Context: an optimization exercise on an open-source flow, tuned for small area and a short achievable clock period. The choices shown serve that exercise and are no tape-out recipe. The RTL was checked by simulation tests, not by an equivalence proof against the original design.

## Q
Design ign_engine, start of the top module:
module ign_engine (
    input  wire        clk,
    input  wire        rst,           
    input  wire        edge_in,       
    input  wire        cmd_valid,     
    input  wire [2:0]  cmd_op,
    input  wire [31:0] cmd_data,
    output wire [1:0]  spark,         
    output reg  [1:0]  sync_state,    
    output reg  [1:0]  phase,         
    output wire        busy,
    output reg         ign_en,
    output reg  [1:0]  tidx,
    output reg  [1:0]  ref_idx,
    output reg  [15:0] rps,
    output reg  [15:0] rpm
);
export LEC_CHECK = 0
export ABC_AREA = 1
export CAP_MARGIN = 20
export CORE_MARGIN = 2
export CORE_UTILIZATION = 30
export CTS_BUF_LIST = sky130_fd_sc_hd__clkbuf_4
export CTS_CLUSTER_SIZE = 20
export PLACE_DENSITY = 0.4
export SLEW_MARGIN = 20
create_clock -name core_clock -period 420.0 [get_ports {clk}]
run.sh (not shown) runs the stock make flow with config.mk's settings and CLKGATE_MAP_FILE= SYNTH_SCRIPT=/design/flow/synth_recipe.tcl, a recipe that flattens the netlist after the stock synthesis.
Relative to Q, the following input files were edited for P:
- removing CTS_CLUSTER_SIZE (formerly 20)
- changing CORE_UTILIZATION from 30 to 70
- removing CTS_BUF_LIST (formerly sky130_fd_sc_hd__clkbuf_4)
- changing PLACE_DENSITY from 0.4 to 0.8
Notes after the runs:
Compared P vs Q, and non-clock buffer count is down in P. Sequential share of layout area ends up lower on Q. Relative to Q, number of antenna violations at the first check in global routing decreased by 2 in P. After synthesis and placement, the instance count of P is below that of Q. No stage failed in P, and the final checks on the layout all came back clean. Die boundary width delta for P relative to Q: 140 um lower. Compared with Q, in P count of clock-buffer cells in the layout shows a reduction of 72%; core utilization shows an increase of 42 points; combined global-route utilization of all metal layers shows an increase of 19 points; via count of the first global-routing pass shows an increase of 950.

---

ign_engine again, from the RTL that the note above started with.
export LEC_CHECK = 0
export ABC_AREA = 1
export CAP_MARGIN = 20
export CORE_MARGIN = 2
export CORE_UTILIZATION = 50
export PLACE_DENSITY = 0.6
export SLEW_MARGIN = 20
create_clock -name core_clock -period 420.0 [get_ports {clk}]
The baseline finished clean.
Then changed:
CORE_UTILIZATION = 30   (was 50)
PLACE_DENSITY = 0.4   (was 0.6)
=> Via count decreases slightly. Non-clock buffer count went up by 4. Flip-flop and latch count does not change. Synthesized cell count does not change. Final cell count is higher by roughly a tenth. Hold slack gains 3.8 ps. Fmax barely changes. Wire length goes up by roughly a tenth. First-iteration DRC count is lower by about a fifth. Die area came out higher by well over a third.

---

Another version of the RTL of ign_engine (not shown whole).
Size in the first run: ~6000 cells after synthesis, ~470 flip-flops, roughly 83 I/O pins, about 48000 um^2 of cells after synthesis.
## ign_engine
module ign_engine (
    input  wire        clk,
    input  wire        rst,           
    input  wire        edge_in,       
    input  wire        cmd_valid,     
    input  wire [2:0]  cmd_op,
    input  wire [31:0] cmd_data,
    output reg  [1:0]  spark,         
    output reg  [1:0]  sync_state,    
    output reg  [1:0]  phase,         
    output reg         busy,
    output reg         ign_en,
    output reg  [1:0]  tidx,
    output reg  [1:0]  ref_idx,
    output reg  [15:0] rps,
    output reg  [15:0] rpm
);
    localparam N_SLOTS = 11;
    localparam [1:0] S_UNSYNC = 2'd0, S_SYNCING = 2'd1, S_SYNCED = 2'd2;
    localparam [1:0] P_IDLE = 2'd0, P_DELAY = 2'd1, P_DWELL = 2'd2;
    localparam [2:0] OP_METER_START = 3'd0;
    localparam [2:0] OP_METER_STOP  = 3'd1;
    localparam [2:0] OP_SET_RECORD  = 3'd2;
    localparam [2:0] OP_SET_SHIFT   = 3'd3;
    localparam [2:0] OP_IGN_INIT    = 3'd4;
    reg        meter;         
    reg        run0;
    reg [2:0]  psel0;
    reg [15:0] cnt0;
    reg        e0;            
    reg        e1;            
    reg [9:0]  psc0;
    reg        primed;
    reg        ch;
    reg [9:0]  psc1;          
    reg [2:0]  dsel;          
    reg        chain;         
    reg        dv;            
    reg [26:0] X;
    reg [9:0]  kreg;          
    reg [9:0]  cyc;           
    reg [1:0]  mage;          
    reg        scnt1;
    reg [16:0] h1, h2, h3;      
    reg [15:0] tbl_speed  [0:N_SLOTS-1];
    reg [7:0]  tbl_timing [0:N_SLOTS-1];
    reg [7:0]  shift_r;
    function [20:0] bksub20;
        input [19:0] a;
        input [19:0] b;
        integer i, l;
        reg [19:0] gg, pp;
        begin
            gg = ~a & b;          
  ...
Settings: LEC_CHECK=0, ABC_AREA=1, CAP_MARGIN=20, CORE_MARGIN=2, CORE_UTILIZATION=70, CTS_BUF_LIST=sky130_fd_sc_hd__clkbuf_16, CTS_CLUSTER_DIAMETER=100, CTS_CLUSTER_SIZE=30, PLACE_DENSITY=0.8, SLEW_MARGIN=20; clock period 420.0 ns.
The first run produced a clean layout.
Rerun with:
--- a/flow/config.mk
+++ b/flow/config.mk
@@ -12,4 +12,4 @@
 export CTS_BUF_LIST = sky130_fd_sc_hd__clkbuf_16
-export CTS_CLUSTER_DIAMETER = 100
-export CTS_CLUSTER_SIZE = 30
+export CTS_CLUSTER_DIAMETER = 80
+export CTS_CLUSTER_SIZE = 20
 export PLACE_DENSITY = 0.8
Non-clock buffer count stays the same; clock-buffer cell count goes up by 8; sequential share of layout area hardly moves; critical path depth is unchanged.

[re-timing with driven ports]
The results above use ideal ports. As a check the final layouts listed here were re-extracted and re-timed, cells and wires unchanged.
Step 1 (the two cells are an assumption about what drives the block):
set clk [get_ports {clk}]
set_driving_cell -lib_cell sky130_fd_sc_hd__clkbuf_16 $clk
set_driving_cell -lib_cell sky130_fd_sc_hd__buf_2 [delete_from_list [all_inputs] $clk]
Step 2 adds t to the input delays and takes it off the output delays; t is the mean of the earliest and latest rising clock arrival at the registers after step 1. Input paths then give back, and output paths get back, about the clock's delay inside the block.
a / b / c = ideal / step 1 / step 2; a / b = the first two.
| run | t, ns | slack for setup (ns) | hold WS [ns] |
|---|---|---|---|
| Q | 1.149 | 333.238 / 333.288 / 332.139 | 0.455 / 0.455 / 0.455 |
| P | 0.685 | 332.925 / 332.974 / 332.289 | 0.458 / 0.458 / 0.458 |
| the first run of note 2 | 0.717 | 332.720 / 332.769 / 332.052 | 0.450 / 0.450 / 0.450 |
| the second run of note 2 | 0.728 | 332.837 / 332.890 / 332.162 | 0.454 / 0.454 / 0.454 |
| the first run of note 3 | 0.668 | 333.350 / 333.386 / 332.718 | 0.502 / 0.502 / 0.502 |
| the second run of note 3 | 0.704 | 333.341 / 333.390 / 332.686 | 0.500 / 0.500 / 0.500 |
After both steps setup and hold are still met in every run listed. For Q, which loses most, drivers alone change the setup slack by +0.050 ns; drivers and shift together by -1.099 ns.
